Background: an optimization exercise with open tools, aiming at small area, a short achievable clock period and few clock cycles. Do not read the settings as production practice.
Only simulation tests tie the RTL to the original design; equivalence was not proved.

## flow/design.v (module list and top-level ports; edited modules follow where they fit)
// module fpa2: 78 lines
// module fpm3: 82 lines
// module fp_sin3: 55 lines
// module fp_duty2: 62 lines
// module fp_qdiv: 65 lines
// module fp_incp2: 34 lines
// module fp_inc_hard: 6 lines
// module mul24: 980 lines
// module cmul_inv2pi: 349 lines
// module sin_table: 280 lines
// module cbs_rtb: 400 lines
module cbs_rtb (
    input  wire          clk,
    input  wire          rst,
    input  wire          h_valid,
    input  wire [31:0]   h_data,
    output wire          ready,
    output reg           r_valid,
    output reg  [31:0]   r_data,
    input  wire          p_valid,
    input  wire [7:0]    p_data,
    input  wire          tick,
    output wire [31:0]   period_out,
    output wire [31:0]   duty_out
);
  // ...
==> flow/flow/run.sh <==
#!/bin/bash
# The standard layout (the standard.sh: standard synthesis, then ORFS to
# finish), with the port buffers that placement inserts taken as buf_2 cells
# rather than the resizer's default pick.
set -euo pipefail
export BUFFER_PORTS_ARGS="-buffer_cell sky130_fd_sc_hd__buf_2"
bash standard.sh > standard.log 2>&1
==> flow/standard.sh <==
#!/bin/bash
# synth_recipe.tcl (not shown) runs the flow's synth.tcl, then flattens the netlist and writes it again
# the make line also repeats each setting of config.mk as NAME=value (left out here)
make -C /OpenROAD-flow-scripts/flow DESIGN_CONFIG=/design/flow/config.mk WORK_HOME=/design/flow/orfs CLKGATE_MAP_FILE= SYNTH_SCRIPT=/design/flow/synth_recipe.tcl "${@:-finish}"
==> flow/config.mk <==
export PLATFORM = sky130hd
export DESIGN_NAME = cbs_rtb
export DESIGN_NICKNAME = cbs_rtb
export VERILOG_FILES = /design/flow/design.v
export SDC_FILE = /design/flow/constraint.sdc
export NUM_CORES = 8
export LEC_CHECK = 0
export ABC_AREA = 1
export CAP_MARGIN = 20
export CORE_MARGIN = 2
export CORE_UTILIZATION = 40
export PLACE_DENSITY = 0.6
export SLEW_MARGIN = 20
export SYNTH_MEMORY_MAX_BITS = 65536
==> flow/constraint.sdc <==
create_clock -name core_clock -period 25.0 [get_ports {clk}]
set_input_delay 5.0000 -clock core_clock [delete_from_list [all_inputs] [get_ports {clk}]]
set_output_delay 5.0000 -clock core_clock [all_outputs]
set_load 0.01 [all_outputs]
==> results.cfg, run 1 <==
[cells_and_area]
area_growth_syn_to_layout_pct = 9.060
finalInstanceArea_sq_um = 120200
multi_input_area_share_pct = 55.35
clock_area_share_pct = 4.673
utilization_pct = 43.87
multi_input_gates = 10770
nClkBuffers = 215

[clock_tree]
ctsRootBufferMaster = clkbuf_16
clk_pin_slew_ns = 0.06

[drt]
vias = 109800
avgRoutedWirePerCell_um = 26.72
wl_mm = 496.1
drt_iter0_markers = 14610

[placed_design]
place_inst = 18230
dp_hpwl_mm = 380.9

[worst_hold_path]
hold_end = u_mul.q_e[3]

[synthesis]
synth-compound-area-share_pct = 21.24
synth_commonest_cells = nand2_1 (2,611), inv_1 (2,049), o21ai_0 (1,561)
netlist_area_sq_um = 110200
ys_async_sr_fraction_pct = 0

[worst_setup_path]
max_stage_delay_ns = 0.57
cp.required_ns = 25.77
endpoint = r_data[4]
cp_max_fo = 25
worstSetupEndpointType = flop

[sta]
whs_ns = 0.3251
fin_ws_ns = 17.00
setup_viol = 0
hold_viol_final = 0

[die]
die_area_sq_um = 279600
start_util_pct = 40.23

[outcome]
run_status = no timing/DRC/antenna violations

[global_routing]
antenna_found_initial = 52
use_met2_pct = 49.76
Testbench counts, summed over its fixed seeds: cycles 28,818.
==> module cbs_rtb, before the edit <==
module cbs_rtb (
    input  wire          clk,
    input  wire          rst,
    input  wire          h_valid,
    input  wire [31:0]   h_data,
    output wire          ready,
    output reg           r_valid,
    output reg  [31:0]   r_data,
    input  wire          p_valid,
    input  wire [7:0]    p_data,
    input  wire          tick,
    output wire [31:0]   period_out,
    output wire [31:0]   duty_out
);
    localparam [31:0] TICK_STEP = 32'h3C23D70A;   
    localparam [10:0] NOMINAL   = 11'd1000;
    localparam [31:0] NOM_F     = 32'h447A0000;   
    localparam [7:0] OP_AVAIL = 8'h01, OP_FLUSH = 8'h02, OP_PEEK = 8'h03,
                     OP_REFS  = 8'h10, OP_SETC  = 8'h11, OP_RDREG = 8'h20;
    reg [7:0]  fmem [0:15];
    reg [3:0]  wc, rc;
    reg [4:0]  ic, cc;
    reg        synced, err_ill, err_corr, err_duty;
    reg [31:0] tsc, tols, st, tss;
    reg [10:0] pcorr, period, duty;
    reg [31:0] amp, freq, phase, start;
    reg [1:0]  hp_k;          
    reg        hp_setc;       
    reg        hp_ok;         
    wire [31:0] hp_op1;
    reg        rdy;
    reg        pend;          
    assign ready      = rdy;
    assign period_out = {21'd0, period};
    assign duty_out   = {21'd0, duty};
    reg [17:1] v;             
    reg        ph;            
    reg        eng_wait;      
    reg [31:0] st_s;          
    reg [31:0] kk;            
    reg        k_ok;
    reg [3:1]  kv;            
    reg [3:0]  ocnt;          
    reg [3:0]  acnt;          
    reg [3:0]  wp, rp;
    reg [11:0] qm [0:9];      
    reg [3:0]  lag;           
    reg        cu;            
    reg        setc_wait;     
    reg        rd_wait;       
    reg        rs_on;
    reg [4:0]  rs_n;
    wire [10:0] per_n = synced ? pcorr : NOMINAL;
    wire [31:0] da = per_n[10] ? {1'b0, 8'd135, per_n[9:0], 13'd0}
                               : {1'b0, 8'd134, per_n[8:0], 14'd0};
    wire amp_pos = !amp[31] && (amp[30:0] != 31'd0) &&
                   !((amp[30:23] == 8'hFF) && (amp[22:0] != 23'd0));
    wire        h_acc = h_valid && rdy;
    wire hard_s, hard_a;
    fp_inc_hard u_hs (.x(st_s), .hard(hard_s));
    fp_inc_hard u_ha (.x(st),   .hard(hard_a));
    reg        pinc;          
    reg        pv1;           
    reg [1:0]  so_st;         
    reg        so_arch;       
    wire so_need_s = synced && hard_s && !pinc && !eng_wait;
    wire so_need_a = (lag != 4'd0) && hard_a;
    wire so_req    = so_need_s || so_need_a;
    wire so_go     = so_req && (so_st == 2'd0) && (v[7:1] == 7'd0) &&
                     (!rs_on || (rs_n == 5'd0 && lag != 4'd0));
    wire eng_en = !rs_on || (rs_n >= 5'd13);
    wire issue  = eng_en && !eng_wait && !ph && (ocnt != 4'd10) && !so_req &&
                  (so_st == 2'd0);
    wire cu_go  = (lag != 4'd0) && ph && !hard_a;       
    wire [31:0] inc_y, tss_y, add_y, mul_y, sin_y, add_c, mul_c;
    fp_incp2 u_inc (.clk(clk), .x(ph ? st : st_s), .y(inc_y));
    fp_incp2 u_inct (.clk(clk), .x(tss), .y(tss_y));
    reg  [31:0] xa, xb, ya, yb;
    reg         ld_amp;       
    fpa2 u_add (.clk(clk), .a(xa), .b(xb), .yc(add_c), .y(add_y));
    fpm3 u_mul (.clk(clk), .a(ya), .b(yb), .yc(mul_c), .y(mul_y));
    wire        k_go = !k_ok && (kv == 3'd0) && !rs_on && ld_amp && !v[4] && !v[13];
    fp_sin3 u_sin (.clk(clk), .th(add_y), .s(sin_y));
    wire [10:0] dd;
    wire        dn;
    fp_duty2 u_duty (.clk(clk), .o(mul_y), .per(per_n), .duty(dd), .nan(dn));
    wire [11:0] dres = amp_pos ? {dn, dd} : 12'd0;
    wire [1:0]  div_cls;
    wire [31:0] div_q;
    fp_qdiv u_div (.clk(clk), .start(rs_on && rs_n == 5'd3), .a(tss), .b(add_y),
                   .cls(div_cls), .q(div_q),
                   .keep(h_acc && hp_k == 2'd2), .hd(h_data), .ho(hp_op1));
    function automatic [10:0] corr_clamp(input [31:0] q);
        reg [12:0] x2;      
        reg [11:0] r;       
        begin
            case (q[25:23])
                3'd6:    x2 = {4'd0, 1'b1, q[22:15]};       
                3'd7:    x2 = {3'd0, 1'b1, q[22:14]};       
                3'd0:    x2 = {2'd0, 1'b1, q[22:13]};       
                3'd1:    x2 = {1'd0, 1'b1, q[22:12]};       
                default: x2 = {1'b1, q[22:11]};             
            endcase
            r = (x2 + 13'd1) >> 1;
            if (r < 12'd900)
                corr_clamp = 11'd900;
            else if (r > 12'd1100)
                corr_clamp = 11'd1100;
            else
                corr_clamp = r[10:0];
        end
    endfunction
    reg  [10:0] pc_new;
    always @(*) begin
        case (div_cls)
            2'd0: pc_new = corr_clamp(mul_y);
            2'd1: pc_new = 11'd900;
            2'd2: pc_new = 11'd1100;
            default: pc_new = pcorr;
        endcase
    end
    wire [31:0] da_new = pc_new[10] ? {1'b0, 8'd135, pc_new[9:0], 13'd0}
                                    : {1'b0, 8'd134, pc_new[8:0], 14'd0};
    wire        rs_last = rs_on && (rs_n == 5'd21);
    wire        rs_load = rs_on && (rs_n == 5'd0) && (lag == 4'd0) && (so_st == 2'd0);
    wire [31:0] xa_n = rs_load ? tols :
                       so_go   ? (so_need_a ? st : st_s) :
                       v[1]    ? ((synced && !pv1) ? inc_y : st_s) : mul_c;
    wire [31:0] xb_n = rs_load ? {~kk[31], kk[30:0]} :
                       so_go   ? TICK_STEP :
                       v[1]    ? {~start[31], start[30:0]} : phase;
    wire        t_acc = tick && rdy;
    wire [7:0]  opc   = h_data[31:24];
    wire [23:0] arg   = h_data[23:0];
    wire        first_multi = h_acc && hp_k == 2'd0 && (opc == OP_REFS || opc == OP_SETC);
    wire        do1     = h_acc && hp_k == 2'd0 && !first_multi;    
    wire        do_refs = h_acc && hp_k == 2'd1 && !hp_setc;
    wire        do_setc = h_acc && hp_k == 2'd1 && hp_setc;
    wire       we   = p_valid;
    wire [3:0] wc_i = wc + 4'd1;
    wire [4:0] ic_i = (ic == 5'd16) ? ic : ic + 5'd1;
    wire [3:0] wc1  = we ? wc_i : wc;
    wire [4:0] ic1  = we ? ic_i : ic;
    wire [5:0] as0  = {1'b0, cc} + {1'b0, ic};
    wire [5:0] as1  = {1'b0, cc} + {1'b0, ic_i};
    wire       ag0  = (as0 >= 6'd16), ag1 = (as1 >= 6'd16);
    wire [4:0] av0  = ag0 ? 5'd16 : as0[4:0];
    wire [4:0] av1  = ag1 ? 5'd16 : as1[4:0];
    wire       avail_ge = we ? ag1 : ag0;
    wire [4:0] avail_c  = we ? av1 : av0;
    wire [4:0] cc_fl     = (cc >= arg[4:0]) ? cc - arg[4:0] : 5'd0;
    wire [3:0] peek_addr = arg[3:0] + rc;
    wire [7:0] peek_data = (we && peek_addr == wc) ? p_data : fmem[peek_addr];
    wire       rd_lo = (arg[7:3] == 5'd0) && (arg[2:0] <= 3'd5);
    wire       rd_hi = (arg[7:4] == 4'd1) && (arg[3:0] <= 4'hA);
    wire       rd_ok = (arg[23:8] == 16'd0) && (rd_lo || rd_hi);
    reg  [4:0] rd_v0;
    always @(*) begin
        case (arg[2:0])
            3'd0: rd_v0 = {1'b0, err_duty, err_corr, err_ill, synced};
            3'd1: rd_v0 = 5'd16;
            3'd2: rd_v0 = {1'b0, wc1};
            3'd3: rd_v0 = {1'b0, rc};
            3'd4: rd_v0 = ic1;
            default: rd_v0 = cc;
        endcase
    end
    reg  [3:0]  rd_idx;
    reg  [31:0] rd_v1;
    always @(*) begin
        case (rd_idx)
            4'h0: rd_v1 = st;
            4'h1: rd_v1 = tsc;
            4'h2: rd_v1 = tols;
            4'h3: rd_v1 = tss;
            4'h4: rd_v1 = {21'd0, pcorr};
            4'h5: rd_v1 = {21'd0, period};
            4'h6: rd_v1 = {21'd0, duty};
            4'h7: rd_v1 = amp;
            4'h8: rd_v1 = freq;
            4'h9: rd_v1 = phase;
            default: rd_v1 = start;
        endcase
    end
    always @(posedge clk) begin
        if (we && !rst)
            fmem[wc] <= p_data;
    end
    wire        q_any  = (acnt != 4'd0);
    wire        q_here = q_any || v[17];
    wire        commit = (pend && q_here) || (tick && rdy && q_here);
    wire [11:0] cres   = q_any ? qm[rp] : dres;
    wire        qpush  = v[17] && !(commit && !q_any);
    wire [3:0]  acnt_n0 = acnt + {3'd0, v[17]};
    wire [3:0]  acnt_n1 = q_any ? acnt + {3'd0, v[17]} - 4'd1 : acnt;
    wire [3:0]  ocnt_n0 = ocnt + {3'd0, issue};
    wire [3:0]  ocnt_n1 = ocnt + {3'd0, issue} - 4'd1;
    wire        so_dec  = (so_st == 2'd3) && so_arch;
    wire [3:0]  lag_n0  = lag - {3'd0, cu} - {3'd0, so_dec};
    wire [3:0]  lag_n1  = lag - {3'd0, cu} - {3'd0, so_dec} + {3'd0, synced};
    wire [3:0]  wp_i    = (wp == 4'd9) ? 4'd0 : wp + 4'd1;
    wire [3:0]  rp_i    = (rp == 4'd9) ? 4'd0 : rp + 4'd1;
    wire [3:0]  wp_n0   = v[17] ? wp_i : wp;
    wire [3:0]  wp_n1   = (v[17] && q_any) ? wp_i : wp;
    wire [3:0]  rp_n1   = q_any ? rp_i : rp;
    always @(posedge clk) begin
        if (qpush) qm[wp] <= dres;
        if (do1) rd_idx <= arg[3:0];
    end
    always @(posedge clk) begin
        if (rst) begin
            wc <= 0; rc <= 0; ic <= 0; cc <= 0;
            synced <= 1'b0; err_ill <= 1'b0; err_corr <= 1'b0; err_duty <= 1'b0;
            tsc <= 32'd0; tols <= 32'd0; st <= 32'd0; tss <= 32'd0;
            pcorr <= NOMINAL; period <= NOMINAL; duty <= 11'd0;
            amp <= 32'd0; freq <= 32'd0; phase <= 32'd0; start <= 32'd0;
            hp_k <= 2'd0; hp_setc <= 1'b0; hp_ok <= 1'b0;
            rdy <= 1'b1; pend <= 1'b0;
            r_valid <= 1'b0; r_data <= 32'd0;
            v <= 17'd0; ph <= 1'b0; eng_wait <= 1'b1; k_ok <= 1'b0; kv <= 3'd0;
            ocnt <= 4'd0; acnt <= 4'd0; wp <= 4'd0; rp <= 4'd0;
            lag <= 4'd0; cu <= 1'b0; setc_wait <= 1'b0; rd_wait <= 1'b0;
            pinc <= 1'b0; pv1 <= 1'b0; so_st <= 2'd0;
            rs_on <= 1'b0; rs_n <= 5'd0;
        end else begin
            r_valid <= 1'b0;
            wc <= wc1;
            ic <= ic1;
            v  <= {v[16:1], issue};
            ph <= rs_load ? 1'b0 : ~ph;    
            if (v[1] && synced && !pv1) st_s <= inc_y;
            pv1 <= issue && pinc;
            if (issue) pinc <= 1'b0;
            case (so_st)
                2'd0: if (so_go) begin
                    so_arch <= so_need_a;
                    so_st <= 2'd1;
                end
                2'd1: so_st <= 2'd2;
                2'd2: so_st <= 2'd3;
                default: begin
                    if (so_arch) begin st <= add_y; tss <= tss_y; end
                    else if (!eng_wait) begin st_s <= add_y; pinc <= 1'b1; end
                    so_st <= 2'd0;
                end
            endcase
            kv <= {kv[2:1], k_go};
            xa <= xa_n;
            xb <= xb_n;
            ld_amp <= 1'b0;
            if (v[3]) begin
                ya <= freq; yb <= add_c;
            end else if (v[12]) begin
                ya <= kv[3] ? mul_y : kk;    
                yb <= sin_y;
            end else if (rs_on && !rs_last) begin
                ya <= div_q; yb <= NOM_F;
            end else begin
                ya <= amp; yb <= rs_on ? da_new : da;
                ld_amp <= 1'b1;
            end
            if (kv[3]) begin kk <= mul_y; k_ok <= 1'b1; end
            cu <= cu_go;
            if (cu) begin
                st  <= inc_y;
                tss <= tss_y;
            end
            lag <= commit ? lag_n1 : lag_n0;
            if (eng_wait && lag == 4'd0 && so_st == 2'd0 && (!rs_on || rs_n >= 5'd12)) begin
                eng_wait <= 1'b0;
                st_s <= st;
                if (setc_wait) begin
                    setc_wait <= 1'b0;
                    start <= st;
                    r_valid <= 1'b1;
                    r_data <= 32'd0;
                    rdy <= 1'b1;
                end
            end
            if (rd_wait && (lag == 4'd0 || (rd_idx != 4'h0 && rd_idx != 4'h3))) begin
                rd_wait <= 1'b0;
                r_valid <= 1'b1;
                r_data <= rd_v1;
            end
            wp   <= commit ? wp_n1 : wp_n0;
            rp   <= commit ? rp_n1 : rp;
            acnt <= commit ? acnt_n1 : acnt_n0;
            ocnt <= commit ? ocnt_n1 : ocnt_n0;
            if (commit) begin
                period <= per_n;
                duty <= cres[10:0];
                if (cres[11]) err_duty <= 1'b1;
                pend <= 1'b0;
                rdy <= 1'b1;
            end else if (t_acc) begin
                pend <= 1'b1;
                rdy <= 1'b0;
            end
            if (v[12] && !k_ok && !kv[3]) begin
                v <= 17'd0; ocnt <= 4'd0; acnt <= 4'd0; wp <= 4'd0; rp <= 4'd0;
                eng_wait <= 1'b1; kv <= 3'd0; ld_amp <= 1'b0;
                pinc <= 1'b0;
            end
            if (h_acc) begin
                if (hp_k == 2'd0) begin
                    hp_ok <= (arg == 24'd0);
                    if (opc == OP_REFS) begin hp_k <= 2'd1; hp_setc <= 1'b0; end
                    else if (opc == OP_SETC) begin hp_k <= 2'd3; hp_setc <= 1'b1; end
                end else begin
                    hp_k <= hp_k - 2'd1;
                    if (hp_k == 2'd3) r_data <= h_data;    
                end
            end
            if (do1) begin
                r_valid <= 1'b1;
                r_data  <= 32'd0;
                case (opc)
                    OP_AVAIL:
                        if (arg != 0) err_ill <= 1'b1;
                        else begin
                            if (avail_ge) rc <= wc1;
                            cc <= avail_c;
                            ic <= 5'd0;
                            r_data <= {27'd0, avail_c};
                        end
                    OP_FLUSH: begin
                        rc <= rc + arg[3:0];
                        cc <= (arg[23:5] == 19'd0) ? cc_fl : 5'd0;
                    end
                    OP_PEEK:
                        r_data <= {24'd0, peek_data};
                    OP_RDREG:
                        if (!rd_ok) err_ill <= 1'b1;
                        else if (rd_hi) begin
                            r_valid <= 1'b0;
                            rd_wait <= 1'b1;
                        end else r_data <= {27'd0, rd_v0};
                    default:
                        err_ill <= 1'b1;
                endcase
            end
            if (do_setc) begin
                if (!hp_ok) begin
                    err_ill <= 1'b1;
                    r_valid <= 1'b1;
                    r_data  <= 32'd0;
                end else begin
                    amp <= r_data; freq <= hp_op1; phase <= h_data;
                    ld_amp <= 1'b0;
                    setc_wait <= 1'b1;
                    rdy <= 1'b0;
                    v <= 17'd0; ocnt <= 4'd0; acnt <= 4'd0; wp <= 4'd0; rp <= 4'd0;
                    eng_wait <= 1'b1; k_ok <= 1'b0; kv <= 3'd0;
                    pinc <= 1'b0;
                end
            end
            if (do_refs) begin
                if (!hp_ok) begin
                    err_ill <= 1'b1;
                    r_valid <= 1'b1;
                    r_data  <= 32'd0;
                end else if (!synced) begin
                    tsc <= h_data; tols <= h_data; st <= h_data;
                    tss <= 32'd0;
                    synced <= 1'b1;
                    ld_amp <= 1'b0;
                    r_valid <= 1'b1;
                    r_data  <= 32'd0;
                    v <= 17'd0; ocnt <= 4'd0; acnt <= 4'd0; wp <= 4'd0; rp <= 4'd0;
                    eng_wait <= 1'b1; k_ok <= 1'b0; kv <= 3'd0;
                    pinc <= 1'b0;
                end else begin
                    kk <= tols;
                    tols <= h_data;
                    rs_on <= 1'b1;
                    rs_n <= 5'd0;
                    rdy <= 1'b0;
                    v <= 17'd0; ocnt <= 4'd0; acnt <= 4'd0; wp <= 4'd0; rp <= 4'd0;
                    eng_wait <= 1'b1; k_ok <= 1'b0; kv <= 3'd0;
                    pinc <= 1'b0;
                end
            end
            if (rs_on) begin
                if (rs_n != 5'd0)
                    rs_n <= rs_n + 5'd1;
                else if (rs_load)
                    rs_n <= 5'd1;
                if (rs_last) begin
                    pcorr <= pc_new;
                    if (div_cls == 2'd3) err_corr <= 1'b1;
                    tss <= 32'd0;
                    r_valid <= 1'b1;
                    r_data <= 32'd0;
                    rdy <= 1'b1;
                    rs_on <= 1'b0;
                end
            end
        end
    end
endmodule
==> run 2, diff against run 1 <==
--- a/flow/design.v
+++ b/flow/design.v
@@ -2339,9 +2339,19 @@
                     amp <= r_data; freq <= hp_op1; phase <= h_data;
                     ld_amp <= 1'b0;
-                    setc_wait <= 1'b1;
-                    rdy <= 1'b0;
                     v <= 17'd0; ocnt <= 4'd0; acnt <= 4'd0; wp <= 4'd0; rp <= 4'd0;
-                    eng_wait <= 1'b1; k_ok <= 1'b0; kv <= 3'd0;
+                    k_ok <= 1'b0; kv <= 3'd0;
                     pinc <= 1'b0;
+                    if (lag == 4'd0 && so_st == 2'd0 && !so_go) begin
+                        start <= st;
+                        st_s <= st;
+                        eng_wait <= 1'b0;
+                        ph <= 1'b0;              
+                        r_valid <= 1'b1;
+                        r_data <= 32'd0;
+                    end else begin
+                        setc_wait <= 1'b1;
+                        rdy <= 1'b0;
+                        eng_wait <= 1'b1;
+                    end
                 end
             end
--- a/flow/config.mk
+++ b/flow/config.mk
@@ -7,5 +7,5 @@
 export LEC_CHECK = 0
 export ABC_AREA = 1
-export CAP_MARGIN = 20
+export CAP_MARGIN = 30
 export CORE_MARGIN = 2
 export CORE_UTILIZATION = 40
==> run 2 against run 1 <==
  * Still clean on timing, DRC and antenna
  * Global-route usage is 1.2 points lower
  * Routed wire length is 3.2% lower
  * Design area is 0.41% higher
==> results.cfg, run 2 <==
[die]
die_w_um = 529.7
pin_count = 143
core-area_sq_um = 274300
rows = 192
die_height_um = 529.7
die_area_sq_um = 280500
start_util_pct = 40.29

[worst_hold_path]
hold_depth = 0
hold_class = flop to flop

[placed_design]
portBuffers = 100
place.gp.congestion = 1.068
place_area_sq_um = 115000
dp_slack_ns = 16.14
dp_hpwl_mm = 368.6

[synthesis]
netlist_area_sq_um = 110500
synth_cells = 15030
synth_edf_count = 531
synth_commonest_cells = nand2_1 (2,645), inv_1 (2,080), o21ai_0 (1,527)
yosys_warnings = 8
ys_seq_elements = 1378
synth.most_common_cell = nand2_1
synth_ff_type = dfxtp_1
synth-seq-area-share_pct = 29.77
yosysTopAreaCell = dfxtp_1
syn_area_per_cell_sq_um = 7.353
ys_types = 90
ys_async_sr_fraction_pct = 0
ys_top_cells_by_area = dfxtp_1 (15%), edfxtp_1 (14%), nand2_1 (9.0%), inv_1 (7.1%), fa_1 (7.0%)
synth_top_area_share_pct = 15.34

[sta]
fin_crit_sh_pct = 33.77
fmax_mhz = 118.4
skew_ns = 0.06869
finalSetupTns_ns = 0
max_slew_margin_pct = 16.10
setup_viol = 0
rsz0062_at_grt = false
slew_violations = 0
worst_pin_slew_ns = 1.259
whs_ns = 0.3270
period_needed_ns = 8.443
fin_ws_ns = 16.56
hold_viol_final = 0

[clock_tree]
cts_sinks = 1378
cts_tree = built
clk_pin_slew_ns = 0.06
cts_hold_buf = 0
clock_latency_ns = 0.89
ctsRootBufferMaster = clkbuf_16
numCtsBuffers = 163
cts.path.max_buffers = 4
cts_resized = 0
htreeDepth = 4
cts_setup_buffers = 0

[cells_and_area]
drive_gt1_share_pct = 5.744
utilization_pct = 43.97
area_growth_syn_to_layout_pct = 9.149
nFillCells = 28570
layout_commonest_cell = nand2_1
finalInstanceArea_sq_um = 120600
fin_nets = 15850
largest_register_ffs = 128
layout_common_cells = nand2_1 (2,637), inv_1 (2,074), o21ai_0 (1,526)
largestRegisters = fmem: 128 flops, qm: 120 flops, u_mul.q_p: 48 flops
largest-register = fmem

[global_routing]
grt-ovfl-total = 0
grt_pass1_wl_mm = 692.1
grt_usage_pct = 33.14
grt_pass1_vias = 100700
antenna_found_initial = 50
grt_start_max_net_pins = 170

[worst_setup_path]
arrival_ns = 9.15
cp.required_ns = 25.71
critPathLaunchType = flop
rrSetupSlack_ns = 16.56
r2r_cells = 55
crit_slowest_cell = nor2_1
path_class = flop to flop
worstSetupEndpointType = flop
cp_max_fo = 21
max_stage_delay_ns = 0.78
crit_path_frequent_cell = nand2_1

[drt]
vias = 109400
ant_nets = 0
firstDrtPassIters = 8
drc = 0
drt_iter0_markers = 14370
via_per_inst = 5.857
avgRoutedWirePerCell_um = 25.69
wl_mm = 480.0

[flow_run]
drv_cap = 0

[outcome]
run_status = no timing/DRC/antenna violations
## run 2: cell count changes after synthesis, moves of 20 or more
cell,before,now
nand2_1,2611,2645
a211oi_1,121,97
o21ai_1,68,33
a311oi_1,13,35
inv_1,2049,2080
nor2_1,1190,1167
a21oi_1,978,953
o22ai_1,454,474
o21ai_0,1561,1527
## run 2: area by class of cell
| class | instances | area, sq um | share of cell area (%) |
|---|---|---|---|
| Multi-Input combinational cell | 10770 | 66790 | 55.36 |
| Sequential cell | 1378 | 32910 | 27.28 |
| Clock buffer | 214 | 4617 | 3.827 |
| Antenna cell | 25 | 62.56 | 0.05186 |
| Timing Repair Buffer | 381 | 2700 | 2.238 |
| Clock inverter | 84 | 893.4 | 0.7405 |
| Inverter | 2146 | 8063 | 6.683 |
| Tap cell | 3686 | 4612 | 3.823 |
## run 2: logic make-up after synthesis
kind of cell / count (synthesis) / share of synthesized area, %
AOI/OAI and AO/OA: 3978 / 21.19
DFF: 1378 / 29.77
muxes: 41 / 0.3724
other: 1 / 0.003393
xor gates and xnor gates: 735 / 5.851
and+or+nand+nor: 5002 / 19.02
buffers and inverters: 2926 / 10.19
adders and majority gates: 970 / 13.60
## run 2: routing by layer
metal  up-vias  global-route usage [%]  part of all wire [%]
met5         -                       0                 0.060
met3      1293                   7.056                    10
li1      50540                       -                     -
met2      5909                   49.57                    42
met4        46                   19.98                   7.2
met1     51630                   43.72                    40
## run 2: per-stage QoR
stage               cells
finish              18680
global route        18660
CTS                 18650
detailed placement  18350
global placement    18330
floorplan           15070
## run 2: final timing paths
| path | from | end |
|---|---|---|
| min reg2reg | u_sin.r_z | u_sin.q_z |
| min | u_sin.r_z | u_sin.q_z |
| max reg2reg | u_add.r_sum[0] | yb[2] |
| max | u_add.r_sum[0] | yb[2] |
## run 2: worst max-delay path, delay by kind of cell, from the launching register on
family                     cells  cell delay (ns)
buffers and inverters          2             0.62
DFF                            1             0.54
adders and majority gates      2             1.03
AOI/OAI and AO/OA              5             0.80
and+or+nand+nor               46             5.36
Testbench counts of run 2, summed over its fixed seeds: cycles 28,725.
==> run 3, diff against run 2 <==
==> flow/flow/run.sh (replaced) <==
#!/bin/bash
# The standard layout (the standard.sh: standard synthesis, then ORFS to
# finish), with the port buffers that placement inserts taken as buf_2 cells
# rather than the resizer's default pick, and timing repair asked to leave
# 17.5 ns of setup slack at the design's 25 ns clock (repair_timing
# -setup_margin), so that it also shortens paths that already meet it.
set -euo pipefail
export BUFFER_PORTS_ARGS="-buffer_cell sky130_fd_sc_hd__buf_2"
export SETUP_SLACK_MARGIN=17.5
bash standard.sh > standard.log 2>&1
==> run 3 against run 2 <==
  * First-iteration DRC count about the same
  * Sequential share of layout area fell by 0.10 points
  * Critical path depth shrank 50
  * Clock skew decreased by 0.0015 ns
==> results.cfg, run 3 <==
[global_routing]
grt_pass1_wl_mm = 694.1
grt-ovfl-total = 0
grt_pass1_vias = 101600
antenna_found_initial = 58
grt_usage_pct = 33.31
grt_start_max_net_pins = 152

[synthesis]
synth.most_common_cell = nand2_1
ys_seq_elements = 1378
synth_cells = 15030
ys_async_sr_fraction_pct = 0
ys_types = 90
netlist_area_sq_um = 110500
synth_top_area_share_pct = 15.34
synth_commonest_cells = nand2_1 (2,645), inv_1 (2,080), o21ai_0 (1,527)
synth_edf_count = 531
yosys_warnings = 8
ys_top_cells_by_area = dfxtp_1 (15%), edfxtp_1 (14%), nand2_1 (9.0%), inv_1 (7.1%), fa_1 (7.0%)
syn_area_per_cell_sq_um = 7.353
synth_ff_type = dfxtp_1
synth-seq-area-share_pct = 29.77
yosysTopAreaCell = dfxtp_1

[flow_run]
drv_cap = 0

[sta]
rsz0062_at_grt = false
slew_violations = 0
worst_pin_slew_ns = 1.231
finalSetupTns_ns = 0
whs_ns = 0.3165
period_needed_ns = 7.357
fin_crit_sh_pct = 29.43
fmax_mhz = 135.9
setup_viol = 0
skew_ns = 0.06721
hold_viol_final = 0
fin_ws_ns = 17.64
max_slew_margin_pct = 17.90

[drt]
avgRoutedWirePerCell_um = 25.82
ant_nets = 0
vias = 110300
drc = 0
wl_mm = 483.3
via_per_inst = 5.891
firstDrtPassIters = 9
drt_iter0_markers = 14360

[cells_and_area]
layout_commonest_cell = nand2_1
fin_nets = 15890
finalInstanceArea_sq_um = 121100
nFillCells = 28330
largest-register = fmem
area_growth_syn_to_layout_pct = 9.603
layout_common_cells = nand2_1 (2,632), inv_1 (2,070), o21ai_0 (1,517)
utilization_pct = 44.16
largestRegisters = fmem: 128 flops, qm: 120 flops, u_mul.q_p: 48 flops
largest_register_ffs = 128
final_cell_count_no_fill = 18720
drive_gt1_share_pct = 6.410

[worst_setup_path]
cp_top_family = buffers and inverters
critical_path_buf_inv_count = 5
crit_path_frequent_cell = buf_4
cp.required_ns = 25.50
cp_max_fo = 151
critPathLaunchType = input pin
path_class = input pin to flop
crit_chain = buf_4 -> inv_8 -> buf_4 -> buf_12 -> buf_6
arrival_ns = 7.85
max_stage_delay_ns = 0.75
worstSetupEndpointType = flop
crit_slowest_cell = buf_4

[placed_design]
dp_slack_ns = 16.55
place.gp.congestion = 1.076
place_inst = 18360
place_area_sq_um = 115000
dp_hpwl_mm = 366.9
portBuffers = 100

[die]
pin_count = 143
rows = 192
die_w_um = 529.7
core-area_sq_um = 274300
start_util_pct = 40.29
die_area_sq_um = 280500
die_height_um = 529.7

[clock_tree]
clock_latency_ns = 0.88
numCtsBuffers = 163
clk_pin_slew_ns = 0.06
cts_sinks = 1378
cts.path.max_buffers = 4
ctsRootBufferMaster = clkbuf_16
cts_tree = built
htreeDepth = 4

[worst_hold_path]
hold_class = flop to flop

[outcome]
run_status = no timing/DRC/antenna violations
run 3: area by class of cell:
class | count | area (sq um) | area share [%]
inverters | 2146 | 8114 | 6.698
repair buffers | 411 | 2943 | 2.429
diodes | 29 | 72.57 | 0.05990
repair inverters | 8 | 45.04 | 0.03718
clock buffers | 215 | 4657 | 3.844
flip-flops and latches | 1378 | 32920 | 27.18
clock inverters | 80 | 749.5 | 0.6187
multi-input cells | 10770 | 67030 | 55.33
well taps | 3686 | 4612 | 3.807
run 3: kinds of logic after synthesis:
kind of cell / after synthesis / share of synthesized area, %
muxes: 41 / 0.3724
xor gates and xnor gates: 735 / 5.851
buffers and inverters: 2926 / 10.19
AOI/OAI and AO/OA: 3978 / 21.19
adders and majority gates: 970 / 13.60
DFF: 1378 / 29.77
other: 1 / 0.003393
and+or+nand+nor: 5002 / 19.02
run 3: worst paths after layout:
path,start,to,slack (ns),depth (start not counted)
setup / recovery,rst,xb[9],17.64,5
hold / removal,u_mul.r_e[2],u_mul.q_e[2],0.32,0
setup reg to reg,xb[25],u_add.r_sum[15],17.94,35
hold reg to reg,u_mul.r_e[2],u_mul.q_e[2],0.32,0
run 3: timing repair:
item | 4_1_cts | 5_1_grt
gates cloned | 3 | 6
setup endpoints to repair | 126 | 244
pin swaps | 0 | 3
hold buffers | 0 | 0
buffers inserted | 3 | 11
resized for setup | 29 | 61
run 3: worst reg2reg max path, delay by kind of cell, from the launching register on:
family                   cells  cell delay [ns]
flip-flops                   1             0.50
AO/OA/AOI/OAI               11             2.31
adder cells (fa/ha/maj)      3             0.88
XOR/XNOR                     3             0.53
buffers and inverters        7             1.22
AND/OR/NAND/NOR             11             1.52
run 3: routing by layer:
metal	routed length [um]	track usage [%]	up-vias	part of all wire [%]
li1	-	-	50630	-
met4	36270	21.31	32	7.5
met5	219	0	-	0.045
met1	191000	42.89	52090	40
met3	50790	7.549	1356	11
met2	205100	50.17	6199	42
==> run 4, diff against run 3 <==
==> flow/flow/run.sh (replaced) <==
#!/bin/bash
# The standard layout (the standard.sh: standard synthesis, then ORFS to
# finish), with the port buffers that placement inserts taken as buf_2 cells
# rather than the resizer's default pick, and timing repair asked to leave
# 19 ns of setup slack at the design's 25 ns clock (repair_timing
# -setup_margin), so that it also shortens paths that already meet it.
set -euo pipefail
export BUFFER_PORTS_ARGS="-buffer_cell sky130_fd_sc_hd__buf_2"
export SETUP_SLACK_MARGIN=19
bash standard.sh > standard.log 2>&1
==> run 4 against run 3 <==
  * Still clean on timing, DRC and antenna
  * Register-to-register slack better by 0.73 ns
  * Synthesized cell count stayed put
  * Design area is 9.3% higher
  * Die area stayed put
  * Setup slack better by 0.81 ns
  * Clock-buffer cell count is 1 lower
  * Global-route usage is 2.2 points higher
  * Maximum frequency is 12% higher
  * Core utilization is 4.1 points higher
  * Critical path type unchanged
  * Highest routed layer unchanged
==> results.cfg, run 4 <==
[outcome]
run_status = no timing/DRC/antenna violations

[synthesis]
ys_types = 90
ys_top_cells_by_area = dfxtp_1 (15%), edfxtp_1 (14%), nand2_1 (9.0%), inv_1 (7.1%), fa_1 (7.0%)
yosys_warnings = 8
ys_seq_elements = 1378
synth_commonest_cells = nand2_1 (2,645), inv_1 (2,080), o21ai_0 (1,527)
syn_area_per_cell_sq_um = 7.353
synth_ff_type = dfxtp_1
synth_cells = 15030
synth_edf_count = 531
netlist_area_sq_um = 110500
ys_async_sr_fraction_pct = 0
synth.most_common_cell = nand2_1
yosysTopAreaCell = dfxtp_1
synth-seq-area-share_pct = 29.77
synth_top_area_share_pct = 15.34

[worst_setup_path]
critical_path_buf_inv_count = 3
worstSetupEndpointType = flop
cp_top_family = compound AO/OA/AOI/OAI gates
cp_max_fo = 7
critPathLaunchType = input pin
path_class = input pin to flop
max_stage_delay_ns = 0.49
crit_chain = buf_12 -> ha_4 -> fa_2 -> buf_12 -> a21oi_4 -> o221ai_2 -> a21oi_2 -> nand4_1 -> buf_4 -> o21ai_2 -> a21oi_2 -> a221o_1 -> a22oi_2 -> nor2_1
arrival_ns = 7.29
crit_slowest_cell = fa_2
cp.required_ns = 25.74

[drt]
wl_mm = 522.5
firstDrtPassIters = 8
ant_nets = 0
vias = 114200
drc = 0
via_per_inst = 5.928
drt_iter0_markers = 14340
avgRoutedWirePerCell_um = 27.12

[clock_tree]
ctsRootBufferMaster = clkbuf_16
cts.path.max_buffers = 4
clk_pin_slew_ns = 0.06
htreeDepth = 4
cts_tree = built
numCtsBuffers = 167
clock_latency_ns = 0.90
cts_sinks = 1378

[cells_and_area]
fin_nets = 16440
nFillCells = 27320
largest-register = fmem
multi_input_area_sq_um = 71290
drive_gt1_share_pct = 14.75
largestRegisters = fmem: 128 flops, qm: 120 flops, u_mul.q_p: 48 flops
finalInstanceArea_sq_um = 132400
seqCellArea_sq_um = 33120
layout_commonest_cell = nand2_1
area_growth_syn_to_layout_pct = 19.83
layout_common_cells = nand2_1 (2,539), inv_1 (1,990), o21ai_0 (1,209)
largest_register_ffs = 128

[sta]
fin_crit_sh_pct = 26.20
slew_violations = 0
rsz0062_at_grt = true
max_slew_margin_pct = 7.480
setup_viol = 0
hold_viol_final = 0
period_needed_ns = 6.550
fmax_mhz = 152.7
skew_ns = 0.08358
finalSetupTns_ns = 0
worst_pin_slew_ns = 1.384

[flow_run]
drv_cap = 0

[placed_design]
place_area_sq_um = 116300
portBuffers = 100
place.gp.congestion = 1.047
dp_hpwl_mm = 383.4

[global_routing]
grt-ovfl-total = 0
antenna_found_initial = 42
grt_pass1_vias = 104800
grt_usage_pct = 35.53
grt_start_max_net_pins = 89
grt_pass1_wl_mm = 736.4

[die]
core-area_sq_um = 274300
die_height_um = 529.7
die_w_um = 529.7
start_util_pct = 40.29
rows = 192
pin_count = 143
die_area_sq_um = 280500

[worst_hold_path]
hold_class = flop to flop
[run 4: cell counts after synthesis]
No cell type changed its count.
[run 4: final timing paths]
path	from	slack, ns	end	cells past startpoint
hold reg to reg	u_mul.r_e[7]	0.32	u_mul.q_e[7]	0
hold / removal	u_mul.r_e[7]	0.32	u_mul.q_e[7]	0
setup / recovery	h_data[0]	18.45	r_data[4]	14
setup reg to reg	u_mul.r_mb[1]	18.67	u_mul.q_p[46]	37
[run 4: cell families after synthesis]
logic type / share of synthesized area (%)
simple gates: 19.02
compound gates: 21.19
buf+inv: 10.19
flops: 29.77
fa+ha+maj: 13.60
xor+xnor: 5.851
mux: 0.3724
other cells: 0.003393
[run 4: final cells by class]
type	count	area share, %
diodes	21	0.03968
clock buffers	214	3.528
clock inverters	91	0.8786
inverters	2146	6.369
multi-input cells	10780	53.82
flip-flops and latches	1378	25.01
well taps	3686	3.482
repair buffers	914	6.641
repair inverters	32	0.2324
[run 4: stage by stage]
step                std cells  util [%]  hold WS, ns  setup slack [ns]
floorplan               15070         -       0.3096             17.95
global placement        18330     42.32       0.3106             16.72
detailed placement      18340     42.38       0.3121             16.72
CTS                     19000     46.65       0.3246             18.50
global route            19250     48.26       0.3306             18.32
finish                  19270     48.28       0.3226             18.45
[run 4: repair_timing]
item / 4_1_cts / 5_1_grt
pin swaps: 176 / 236
hold buffers: 0 / 0
gates cloned: 50 / 25
gates resized for setup: 740 / 587
buffers inserted: 301 / 213
hold endpoints to repair: 0 / 0
endpoints found under the setup margin: 1010 / 598
[run 4: per-layer routing]
metal / wire (um) / share of wire (%) / GRT usage (%)
met1: 210200 / 40 / 47.34
met2: 219100 / 42 / 52.63
met3: 54600 / 10 / 7.758
met4: 38390 / 7.3 / 21.02
met5: 184 / 0.035 / 0
==> run 5, diff against run 4 <==
==> flow/flow/run.sh (replaced) <==
#!/bin/bash
# The standard layout (the standard.sh: standard synthesis, then ORFS to
# finish), with the port buffers that placement inserts taken as buf_2 cells
# rather than the resizer's default pick, and timing repair asked to leave
# 19.8 ns of setup slack at the design's 25 ns clock (repair_timing
# -setup_margin), so that it also shortens paths that already meet it.
set -euo pipefail
export BUFFER_PORTS_ARGS="-buffer_cell sky130_fd_sc_hd__buf_2"
export SETUP_SLACK_MARGIN=19.8
bash standard.sh > standard.log 2>&1
==> run 5 against run 4 <==
  * Maximum frequency is 0.87% higher
  * Flip-flop and latch count stayed put
  * Sequential share of layout area is 2.1 points lower
  * Non-clock buffer count is 498 higher
==> results.cfg, run 5 <==
[outcome]
run_status = no timing/DRC/antenna violations

[worst_setup_path]
critical_path_buf_inv_count = 1
cp.required_ns = 20.00
max_stage_delay_ns = 0.46
rrSetupSlack_ns = 18.62
crit_slowest_cell = dfxtp_4
cp_top_family = flip-flops
path_class = flop to primary output
critPathLaunchType = flop
cp_max_fo = 3
worstSetupEndpointType = primary output
arrival_ns = 1.49
crit_chain = buf_6

[synthesis]
syn_area_per_cell_sq_um = 7.353
yosysTopAreaCell = dfxtp_1
synth.most_common_cell = nand2_1
synth-seq-area-share_pct = 29.77
synth_ff_type = dfxtp_1
yosys_warnings = 8
ys_types = 90
ys_seq_elements = 1378
synth_top_area_share_pct = 15.34
synth_commonest_cells = nand2_1 (2,645), inv_1 (2,080), o21ai_0 (1,527)
ys_async_sr_fraction_pct = 0
synth_cells = 15030
ys_top_cells_by_area = dfxtp_1 (15%), edfxtp_1 (14%), nand2_1 (9.0%), inv_1 (7.1%), fa_1 (7.0%)
netlist_area_sq_um = 110500
synth_edf_count = 531

[clock_tree]
clock_latency_ns = 0.90
htreeDepth = 4
ctsRootBufferMaster = clkbuf_16
cts.path.max_buffers = 4
clk_pin_slew_ns = 0.06
cts_sinks = 1378
cts_hold_buf = 0
cts_tree = built
numCtsBuffers = 168

[cells_and_area]
final_cell_count_no_fill = 19820
largestRegisters = fmem: 128 flops, qm: 120 flops, u_mul.q_p: 48 flops
fin_nets = 16970
drive_gt1_share_pct = 22.17
layout_commonest_cell = nand2_1
layout_common_cells = nand2_1 (2,433), inv_1 (1,913), o21ai_0 (1,068)
largest_register_ffs = 128
finalInstanceArea_sq_um = 144900
area_growth_syn_to_layout_pct = 31.08
largest-register = fmem

[sta]
whs_ns = 0.3251
fin_ws_ns = 18.51
skew_ns = 0.07105
finalSetupTns_ns = 0
worst_pin_slew_ns = 1.377
hold_viol_final = 0
slew_violations = 0
setup_viol = 0
period_needed_ns = 6.494
fmax_mhz = 154.0
rsz0062_at_grt = true
max_slew_margin_pct = 8.201
fin_crit_sh_pct = 25.97

[flow_run]
drv_cap = 0

[global_routing]
antenna_found_initial = 62
grt_start_max_net_pins = 69
grt_usage_pct = 37.71
grt_pass1_wl_mm = 776.7
grt-ovfl-total = 0
grt_pass1_vias = 109400

[die]
core-area_sq_um = 274300
die_w_um = 529.7
die_height_um = 529.7
start_util_pct = 40.29
rows = 192
die_area_sq_um = 280500
pin_count = 143

[drt]
drc = 0
avgRoutedWirePerCell_um = 28.13
via_per_inst = 6.039
ant_nets = 0
vias = 119700
firstDrtPassIters = 9
drt_iter0_markers = 16260
wl_mm = 557.5

[placed_design]
place_inst = 18330
place_area_sq_um = 117300
portBuffers = 100
place.gp.congestion = 1.055
dp_slack_ns = 16.31
dp_hpwl_mm = 381.5

[worst_hold_path]
hold_class = flop to flop
[run 5: cell counts after synthesis]
No cell type changed its count.
[run 5: timing repair]
action                                  4_1_cts  5_1_grt
gates cloned                                133       29
buffers inserted                            626      338
gates resized for setup                    1608     1042
pin swaps                                   413      468
endpoints found under the setup margin     1340     1238
[run 5: worst paths after layout]
check	endpoint	startpoint	cells after the start
max	r_data[23]	r_data[23]	1
min	u_mul.q_c[1]	u_mul.r_c[1]	0
max reg2reg	u_mul.q_p[46]	u_mul.r_mb[1]	37
min reg2reg	u_mul.q_c[1]	u_mul.r_c[1]	0
[run 5: per-layer routing]
layer / GRT usage, % / routed length (um) / vias up / share of wire [%]
met5: 0 / 406 / - / 0.073
met4: 25.96 / 48670 / 48 / 8.7
met3: 11.65 / 68130 / 2121 / 12
met2: 54.62 / 228900 / 7800 / 41
met1: 47.73 / 211400 / 56750 / 38
li1: - / - / 52970 / -
[run 5: cell families (layout without fill, tap and decap cells)]
kind of cell | after synthesis | in the layout | share of synthesized area, %
and+or+nand+nor | 5002 | 5029 | 19.02
AOI/OAI and AO/OA | 3978 | 3979 | 21.19
buffers and inverters | 2926 | 3918 | 10.19
DFF | 1378 | 1378 | 29.77
adders and majority gates | 970 | 970 | 13.60
xor gates and xnor gates | 735 | 737 | 5.851
muxes | 41 | 41 | 0.3724
other | 1 | 80 | 0.003393
[run 5: metrics by stage]
stage,utilization (%)
final,52.81
after global routing,52.78
after CTS,49.95
after detailed placement,42.76
after global placement,42.73
after floorplan,-
[run 5: layout make-up]
type                    count  area (sq um)
clock buffers             226          4741
multi-input cells       10800         75870
diodes                     38         95.09
fillers                 25750        129500
well taps                3686          4612
flip-flops and latches   1378         33170
clock inverters            82         849.6
repair inverters           52         701.9
repair buffers           1412         15880
inverters                2146          8964
==> run 6, diff against run 5 <==
==> flow/flow/run.sh (replaced) <==
#!/bin/bash
# The standard layout (the standard.sh: standard synthesis, then ORFS to
# finish), with the port buffers that placement inserts taken as buf_2 cells
# rather than the resizer's default pick, and timing repair asked to leave
# 18.6 ns of setup slack at the design's 25 ns clock (repair_timing
# -setup_margin), so that it also shortens paths that already meet it.
set -euo pipefail
export BUFFER_PORTS_ARGS="-buffer_cell sky130_fd_sc_hd__buf_2"
export SETUP_SLACK_MARGIN=18.6
bash standard.sh > standard.log 2>&1
==> run 6 against run 5 <==
  * Design area shrank 12%
  * Critical path type is now input pin to flop
  * Largest cell class unchanged
  * Still clean on timing, DRC and antenna
  * Critical path depth is 13 higher
  * Worst hold slack hardly changed
  * Highest routed layer unchanged
  * Setup slack got worse by 0.057 ns
==> results.cfg, run 6 <==
[placed_design]
dp_hpwl_mm = 367.2
place.gp.congestion = 1.087
place_inst = 18330
place_area_sq_um = 115500
portBuffers = 100

[worst_hold_path]
hold_class = flop to flop

[global_routing]
grt-ovfl-total = 0
grt_start_max_net_pins = 173
grt_pass1_wl_mm = 698.7
antenna_found_initial = 47
grt_usage_pct = 33.47
grt_pass1_vias = 101500

[cells_and_area]
finalInstanceArea_sq_um = 127500
largest-register = fmem
nFillCells = 27730
area_growth_syn_to_layout_pct = 15.36
layout_commonest_cell = nand2_1
largestRegisters = fmem: 128 flops, qm: 120 flops, u_mul.q_p: 48 flops
drive_gt1_share_pct = 11.42
fin_nets = 16220
final_cell_count_no_fill = 19050
layout_common_cells = nand2_1 (2,577), inv_1 (2,023), o21ai_0 (1,359)
largest_register_ffs = 128

[die]
pin_count = 143
start_util_pct = 40.29
die_area_sq_um = 280500
die_height_um = 529.7
rows = 192
core-area_sq_um = 274300
die_w_um = 529.7

[synthesis]
synth_ff_type = dfxtp_1
synth_edf_count = 531
yosysTopAreaCell = dfxtp_1
synth_cells = 15030
ys_async_sr_fraction_pct = 0
ys_types = 90
syn_area_per_cell_sq_um = 7.353
ys_seq_elements = 1378
yosys_warnings = 8
netlist_area_sq_um = 110500
synth_top_area_share_pct = 15.34
synth.most_common_cell = nand2_1
synth_commonest_cells = nand2_1 (2,645), inv_1 (2,080), o21ai_0 (1,527)
ys_top_cells_by_area = dfxtp_1 (15%), edfxtp_1 (14%), nand2_1 (9.0%), inv_1 (7.1%), fa_1 (7.0%)
synth-seq-area-share_pct = 29.77

[drt]
vias = 112500
avgRoutedWirePerCell_um = 25.88
wl_mm = 493.0
via_per_inst = 5.908
firstDrtPassIters = 9
drt_iter0_markers = 15030
ant_nets = 0
drc = 0

[worst_setup_path]
crit_start = h_data[0]
cp.required_ns = 25.72
worst_r2r_endpoint = u_sin.s[3]
critPathLaunchType = input pin
endpoint = r_data[1]
arrival_ns = 7.27
rrSetupSlack_ns = 18.71
cp_max_fo = 6
r2r_cells = 22
worstSetupEndpointType = flop
r2r-start = u_sin.q_k[0]
path_class = input pin to flop

[sta]
max_slew_margin_pct = 14.34
period_needed_ns = 6.550
fin_crit_sh_pct = 26.20
fmax_mhz = 152.7
worst_pin_slew_ns = 1.275
rsz0062_at_grt = true
hold_viol_final = 0
skew_ns = 0.08925
setup_viol = 0
finalSetupTns_ns = 0
slew_violations = 0

[clock_tree]
clock_latency_ns = 0.88
htreeDepth = 4
numCtsBuffers = 167
cts_sinks = 1378
clk_pin_slew_ns = 0.07
ctsRootBufferMaster = clkbuf_16
cts.path.max_buffers = 4
cts_tree = built

[flow_run]
drv_cap = 0

[outcome]
run_status = no timing/DRC/antenna violations

[pwr]
run 6: cell types whose count changed in the layout (fill, tap and decap cells not counted), moves of 85 or more:
| cell | before | now |
|---|---|---|
| o21ai_0 | 1068 | 1359 |
| inv_1 | 1913 | 2023 |
| nand2_1 | 2433 | 2577 |
| a21oi_2 | 235 | 88 |
| buf_12 | 163 | 23 |
| buf_6 | 317 | 60 |
| nand2_2 | 137 | 52 |
| o21ai_2 | 203 | 55 |
| buf_4 | 764 | 525 |
| a21oi_1 | 688 | 862 |
| nor2_1 | 979 | 1102 |
| o21ai_1 | 227 | 128 |
run 6: worst max-delay path, stage by stage:
cell      delay [ns]
buf_12          0.10
ha_4            0.15
fa_2            0.46
buf_6           0.16
a21oi_2         0.14
o221ai_2        0.10
a21oi_1         0.13
nand4_1         0.19
buf_6           0.20
o21ai_1         0.12
a21oi_1         0.07
a221o_1         0.28
a21oi_2         0.12
nor2_1          0.06
run 6: per-stage QoR:
stage	util [%]	hold WS [ns]	setup slack, ns
6_report	46.48	0.3254	18.45
5_1_grt	46.46	0.3313	18.40
4_1_cts	45.18	0.3260	18.47
3_5_place_dp	42.10	0.3121	16.30
3_3_place_gp	42.06	0.3116	16.29
2_1_floorplan	-	0.3096	17.95
run 6: how the worst min path moves through the flow:
stage | slack [ns] | start | depth (start not counted) | end
2_1_floorplan | 0.31 | u_mul.r_c[0] | 0 | u_mul.q_c[0]
3_3_place_gp | 0.31 | u_sin.r_s | 0 | u_sin.q_s
3_5_place_dp | 0.31 | u_mul.r_e[7] | 0 | u_mul.q_e[7]
4_1_cts | 0.33 | u_mul.r_e[7] | 0 | u_mul.q_e[7]
5_1_grt | 0.33 | u_mul.r_e[7] | 0 | u_mul.q_e[7]
6_report | 0.33 | u_mul.r_e[4] | 0 | u_mul.q_e[4]
run 6: cell families after synthesis:
logic type | synth area share (%)
flip-flops | 29.77
multiplexers | 0.3724
XOR/XNOR | 5.851
other | 0.003393
AND/OR/NAND/NOR | 19.02
adder cells (fa/ha/maj) | 13.60
buffers and inverters | 10.19
AO/OA/AOI/OAI | 21.19
run 6: final cells by class:
cell class	count	area, sq um	share of cell area [%]
diodes	29	72.57	0.05691
clock buffers	218	4531	3.553
clock inverters	79	924.6	0.7251
inverters	2146	8322	6.526
multi-input cells	10780	69640	54.61
flip-flops and latches	1378	33110	25.97
well taps	3686	4612	3.617
repair buffers	717	6185	4.850
repair inverters	15	113.9	0.08929
run 6: layer usage:
| layer | global-route usage [%] | routed length [um] | vias to the layer above | part of all wire, % |
|---|---|---|---|---|
| li1 | - | - | 51310 | - |
| met1 | 44.12 | 195200 | 53200 | 40 |
| met2 | 49.82 | 208200 | 6556 | 42 |
| met3 | 7.632 | 54090 | 1418 | 11 |
| met4 | 19.97 | 35290 | 32 | 7.2 |
| met5 | 0 | 207 | - | 0.042 |
run 6: what timing repair did:
action | 4_1_cts | 5_1_grt
endpoints found under the hold margin | 0 | 0
gates resized for setup | 411 | 433
gates cloned | 24 | 19
buffers inserted | 152 | 180
endpoints found under the setup margin | 884 | 480
hold buffers | 0 | 0
pin swaps | 70 | 179
==> run 7, diff against run 6 <==
==> flow/flow/run.sh (replaced) <==
#!/bin/bash
# The standard layout (the standard.sh: standard synthesis, then ORFS to
# finish), with the port buffers that placement inserts taken as buf_2 cells
# rather than the resizer's default pick, and timing repair asked to leave
# 18.0 ns of setup slack at the design's 25 ns clock (repair_timing
# -setup_margin), so that it also shortens paths that already meet it.
set -euo pipefail
export BUFFER_PORTS_ARGS="-buffer_cell sky130_fd_sc_hd__buf_2"
export SETUP_SLACK_MARGIN=18.0
bash standard.sh > standard.log 2>&1
==> run 7 against run 6 <==
  * Maximum frequency decreased by 6.1%
  * Worst hold slack got worse by 0.00059 ns
  * Global-route usage grew 0.20 points
  * Via count shrank 1.7%
  * Clock-buffer cell count up 4
  * Still clean on timing, DRC and antenna
  * Core utilization fell by 1.6 points
  * Critical path type is now flop to primary output
  * Cell count decreased by 1.2%
==> results.cfg, run 7 <==
[die]
die_height_um = 529.7
start_util_pct = 40.29
pin_count = 143
core-area_sq_um = 274300
die_area_sq_um = 280500
die_w_um = 529.7
rows = 192

[synthesis]
synth_fa_ha_area_share_pct = 13.60
synth_cells = 15030
synth-compound-area-share_pct = 21.19
synth_top_family_by_area = compound AO/OA/AOI/OAI gates
yosys-mux-area-fraction_pct = 0.3724
synthXorXnorAreaFrac_pct = 5.851
ys_top_cells_by_area = dfxtp_1 (15%), edfxtp_1 (14%), nand2_1 (9.0%), inv_1 (7.1%), fa_1 (7.0%)
synth.most_common_cell = nand2_1
synth-seq-area-share_pct = 29.77
yosys_warnings = 8
yosysTopAreaCell = dfxtp_1
synth_commonest_cells = nand2_1 (2,645), inv_1 (2,080), o21ai_0 (1,527)
synth_edf_count = 531
ys_seq_elements = 1378
netlist_area_sq_um = 110500
ys_types = 90
ys_async_sr_fraction_pct = 0
syn_area_per_cell_sq_um = 7.353
synth_top_area_share_pct = 15.34
synth-simple-area-share_pct = 19.02
synth_ff_type = dfxtp_1

[drt]
ant_nets = 0
vias = 110600
wl_mm = 491.0
via_per_inst = 5.876
drc = 0
firstDrtPassIters = 7
avgRoutedWirePerCell_um = 26.09
drt_iter0_markers = 14430

[clock_tree]
cts_sinks = 1378
clock_latency_ns = 0.90
numCtsBuffers = 169
cts.path.max_buffers = 4
clk_pin_slew_ns = 0.06
cts_tree = built
ctsRootBufferMaster = clkbuf_16
cts_hold_buf = 0
htreeDepth = 4

[worst_setup_path]
cp.required_ns = 20.00
arrival_ns = 1.98
path_class = flop to primary output
critPathLaunchType = flop
crit_slowest_cell = dfxtp_1
critical_path_buf_inv_count = 1
cp_top_family = flip-flops
worstSetupEndpointType = primary output
cp_max_fo = 3
max_stage_delay_ns = 0.83
crit_chain = buf_2
rrSetupSlack_ns = 18.26

[sta]
whs_ns = 0.3248
rsz0062_at_grt = true
period_needed_ns = 6.978
finalSetupTns_ns = 0
max_slew_margin_pct = 18.34
slew_violations = 0
fmax_mhz = 143.3
skew_ns = 0.07995
fin_crit_sh_pct = 27.91
setup_viol = 0
hold_viol_final = 0
worst_pin_slew_ns = 1.225

[outcome]
run_status = no timing/DRC/antenna violations

[cells_and_area]
largest_register_ffs = 128
multi_input_area_sq_um = 67670
fin_nets = 15980
drive_gt1_share_pct = 7.552
layout_commonest_cell = nand2_1
utilization_pct = 44.90
seqCellArea_sq_um = 32930
largest-register = fmem
largestRegisters = fmem: 128 flops, qm: 120 flops, u_mul.q_p: 48 flops
layout_common_cells = nand2_1 (2,617), inv_1 (2,060), o21ai_0 (1,438)
nFillCells = 28360
area_growth_syn_to_layout_pct = 11.46

[global_routing]
grt_util_met1_pct = 44.55
grt_pass1_vias = 100900
global_route.peak_usage_layer = met2
grt_pass1_wl_mm = 700.8
use_met2_pct = 50.22
use_met3_pct = 6.845
grt_usage_pct = 33.67
grt-ovfl-total = 0
antenna_found_initial = 51
grt_start_max_net_pins = 100

[placed_design]
place.gp.congestion = 1.053
dp_hpwl_mm = 374.1
portBuffers = 100

[worst_hold_path]
hold_class = flop to flop

[flow_run]
drv_cap = 0
run 7: cell counts after synthesis:
No cell type changed its count.
run 7: area by class of cell:
type | instances | share of cell area, %
Antenna cell | 27 | 0.05485
Clock buffer | 222 | 3.795
Clock inverter | 89 | 0.8938
Inverter | 2146 | 6.621
Multi-Input combinational cell | 10770 | 54.93
Sequential cell | 1378 | 26.73
Tap cell | 3686 | 3.744
Timing Repair Buffer | 497 | 3.192
Timing Repair inverter | 7 | 0.04063
run 7: final timing paths:
kind / startpoint / to / depth (start not counted)
setup reg to reg: u_add.y[19] / u_sin.r_p[24] / 26
setup / recovery: r_data[8] / r_data[8] / 1
hold / removal: u_mul.r_e[7] / u_mul.q_e[7] / 0
hold reg to reg: u_mul.r_e[7] / u_mul.q_e[7] / 0
run 7: kinds of logic after synthesis:
logic type | count (synthesis)
AND/OR/NAND/NOR | 5002
AO/OA/AOI/OAI | 3978
buffers and inverters | 2926
flip-flops | 1378
adder cells (fa/ha/maj) | 970
XOR/XNOR | 735
multiplexers | 41
other | 1
run 7: layer usage:
layer / part of all wire (%) / vias to the layer above
li1: - / 50880
met4: 7.3 / 38
met5: 0.052 / -
met3: 9.9 / 1346
met1: 41 / 52280
met2: 42 / 6068
run 7: repair_timing:
action,CTS,global route
setup endpoints to repair,349,377
pin swaps,5,45
buffers inserted,19,62
gates cloned,6,14
gates resized for setup,90,250
run 7: through the flow:
stage,instances,setup WS [ns],cell area [sq um]
6_report,18820,18.02,123200
5_1_grt,18800,17.93,123100
4_1_cts,18700,17.98,121400
3_5_place_dp,18370,16.21,115100
3_3_place_gp,18340,15.94,114900
2_1_floorplan,15070,17.96,110800
==> run 8, diff against run 7 <==
==> flow/flow/run.sh (replaced) <==
#!/bin/bash
# The standard layout (the standard.sh: standard synthesis, then ORFS to
# finish), with the port buffers that placement inserts taken as buf_2 cells
# rather than the resizer's default pick, and timing repair asked to leave
# 18.3 ns of setup slack at the design's 25 ns clock (repair_timing
# -setup_margin), so that it also shortens paths that already meet it.
set -euo pipefail
export BUFFER_PORTS_ARGS="-buffer_cell sky130_fd_sc_hd__buf_2"
export SETUP_SLACK_MARGIN=18.3
bash standard.sh > standard.log 2>&1
--- a/flow/config.mk
+++ b/flow/config.mk
@@ -7,5 +7,5 @@
 export LEC_CHECK = 0
 export ABC_AREA = 1
-export CAP_MARGIN = 30
+export CAP_MARGIN = 20
 export CORE_MARGIN = 2
 export CORE_UTILIZATION = 40
==> run 8 against run 7 <==
  * Non-clock buffer count up 9
  * Highest routed layer unchanged
==> results.cfg, run 8 <==
[outcome]
run_status = no timing/DRC/antenna violations

[sta]
hold_viol_final = 0
skew_ns = 0.06368
setup_viol = 0
slew_violations = 0
finalSetupTns_ns = 0
fin_crit_sh_pct = 26.99
max_slew_margin_pct = 12.98

[cells_and_area]
largest_register_ffs = 128
fin_nets = 15990
drive_gt1_share_pct = 8.157
nFillCells = 28080
area_growth_syn_to_layout_pct = 11.84
layout_common_cells = nand2_1 (2,603), inv_1 (2,049), o21ai_0 (1,441)
finalInstanceArea_sq_um = 123600

[global_routing]
grt_start_max_net_pins = 156
grt-ovfl-total = 0
grt_pass1_vias = 101300
antenna_found_initial = 51
grt_usage_pct = 33.72

[worst_setup_path]
arrival_ns = 1.75
rrSetupSlack_ns = 18.42
crit_slowest_cell = dfxtp_1
cp_max_fo = 3
cp.required_ns = 20.00
worstSetupEndpointType = primary output
path_class = flop to primary output
r2r_cells = 20
worst_r2r_endpoint = u_sin.s[5]
critical_path_buf_inv_count = 1
crit_chain = buf_2
r2r-start = u_sin.q_k[0]

[placed_design]
dp_hpwl_mm = 373.6
portBuffers = 100
place_area_sq_um = 114900
place.gp.congestion = 1.056

[worst_hold_path]
hold_class = flop to flop
min_from = u_mul.r_e[5]
hold_depth = 0

[clock_tree]
ctsRootBufferMaster = clkbuf_16
cts.path.max_buffers = 4
numCtsBuffers = 162
cts_tree = built
cts_sinks = 1378
cts_hold_buf = 0
clk_pin_slew_ns = 0.06

[synthesis]
ys_async_sr_fraction_pct = 0
yosysTopAreaCell = dfxtp_1
synth_edf_count = 531
syn_area_per_cell_sq_um = 7.353
yosys_warnings = 8
synth_commonest_cells = nand2_1 (2,645), inv_1 (2,080), o21ai_0 (1,527)
ys_seq_elements = 1378
synth_cells = 15030
synth.most_common_cell = nand2_1
synth-seq-area-share_pct = 29.77
synth_top_area_share_pct = 15.34

[die]
die_height_um = 529.7
core-area_sq_um = 274300
rows = 192
die_w_um = 529.7
start_util_pct = 40.29

[drt]
drt_iter0_markers = 14830
firstDrtPassIters = 9
via_per_inst = 5.886
wl_mm = 494.2
vias = 110700
avgRoutedWirePerCell_um = 26.27

[flow_run]
drv_cap = 0
[run 8: cell counts after synthesis]
Identical to the previous run, type by type.
[run 8: per-stage QoR]
| stage | std cells | utilization, % | worst slack [ns] | hold slack [ns] |
|---|---|---|---|---|
| 6_report | 18820 | 45.06 | 18.25 | 0.3223 |
| 5_1_grt | 18800 | 45.05 | 18.13 | 0.3282 |
| 4_1_cts | 18680 | 44.24 | 18.30 | 0.3198 |
| 3_5_place_dp | 18340 | 41.90 | 16.38 | 0.3121 |
| 3_3_place_gp | 18340 | 41.89 | 16.37 | 0.3104 |
| 2_1_floorplan | 15070 | - | 17.95 | 0.3096 |
[run 8: logic make-up after synthesis]
| kind of cell | synth area share (%) |
|---|---|
| AND/OR/NAND/NOR | 19.02 |
| AO/OA/AOI/OAI | 21.19 |
| buffers and inverters | 10.19 |
| flip-flops | 29.77 |
| adder cells (fa/ha/maj) | 13.60 |
| XOR/XNOR | 5.851 |
| multiplexers | 0.3724 |
| other | 0.003393 |
[run 8: metal layers]
metal | part of all wire, % | up-vias | track usage (%)
met5 | 0.052 | - | 0
met4 | 7.5 | 38 | 20.80
met3 | 11 | 1362 | 7.646
met2 | 42 | 6291 | 50.11
met1 | 40 | 52230 | 44.28
li1 | - | 50830 | -
[run 8: layout make-up]
cell class / count / area (sq um) / area share (%)
Sequential cell: 1378 / 32930 / 26.64
Clock buffer: 219 / 4584 / 3.709
Timing Repair inverter: 12 / 83.83 / 0.06782
Inverter: 2146 / 8183 / 6.620
Tap cell: 3686 / 4612 / 3.731
Timing Repair Buffer: 506 / 4034 / 3.263
Antenna cell: 14 / 35.03 / 0.02834
Multi-Input combinational cell: 10780 / 68170 / 55.15
Clock inverter: 79 / 974.7 / 0.7885
[run 8: worst max-delay path by stage]
| stage | depth (start not counted) | startpoint | slack, ns | endpoint |
|---|---|---|---|---|
| 2_1_floorplan | 11 | h_data[0] | 17.95 | r_data[4] |
| 3_3_place_gp | 14 | h_data[0] | 16.37 | r_data[4] |
| 3_5_place_dp | 14 | h_data[0] | 16.38 | r_data[4] |
| 4_1_cts | 14 | h_valid | 18.30 | st[13] |
| 5_1_grt | 42 | xb[24] | 18.13 | u_add.r_sum[24] |
| 6_report | 1 | r_data[6] | 18.25 | r_data[6] |
[run 8: what timing repair did]
action | 4_1_cts | 5_1_grt
resized for setup | 148 | 298
pin swaps | 13 | 94
setup buffers | 35 | 102
cloned | 10 | 17
endpoints found under the setup margin | 398 | 413

## static timing again, ports no longer ideal
How much do the figures lean on ideal ports? The routed layouts below were timed once more, with nothing changed but the port constraints.
Step 1 sets driving cells, clkbuf_16 on the clock port and buf_2 on the other inputs (assumed; they add their load-dependent delay and slew).
Step 2 adds t to the input delays and takes it off the output delays; t is the mean of the earliest and latest rising clock arrival at the registers after step 1. Input paths then give back, and output paths get back, about the clock's delay inside the block.
Slacks: ideal / step 1 / step 2; pairs: ideal / step 1.
| run | t (ns) | slack for setup (ns) | worst hold slack (ns) | worst setup path at the end | pins driven straight from the clock port |
|---|---|---|---|---|---|
| run 1 | 0.974 | 16.996 / 17.059 / 16.085 | 0.325 / 0.325 / 0.325 | input to register | 1 |
| run 2 | 0.960 | 16.557 / 16.557 / 15.982 | 0.327 / 0.327 / 0.327 | input to register | 1 |
| run 3 | 0.950 | 17.643 / 17.655 / 16.706 | 0.316 / 0.316 / 0.316 | input to register | 1 |
| run 4 | 0.959 | 18.450 / 18.424 / 17.517 | 0.323 / 0.323 / 0.323 | input to register | 1 |
| run 5 | 0.965 | 18.506 / 18.404 / 17.556 | 0.325 / 0.325 / 0.325 | input to register | 1 |
| run 6 | 0.939 | 18.450 / 18.366 / 17.538 | 0.325 / 0.325 / 0.325 | input to register | 1 |
| run 7 | 0.963 | 18.022 / 17.920 / 17.186 | 0.325 / 0.325 / 0.325 | input to register | 1 |
| run 8 | 0.936 | 18.253 / 18.155 / 17.446 | 0.322 / 0.322 / 0.322 | input to register | 1 |
After both steps every run listed still meets setup and hold. The setup slack of run 5, which loses most, moves by -0.102 ns with the drivers and by -0.950 ns with both steps.
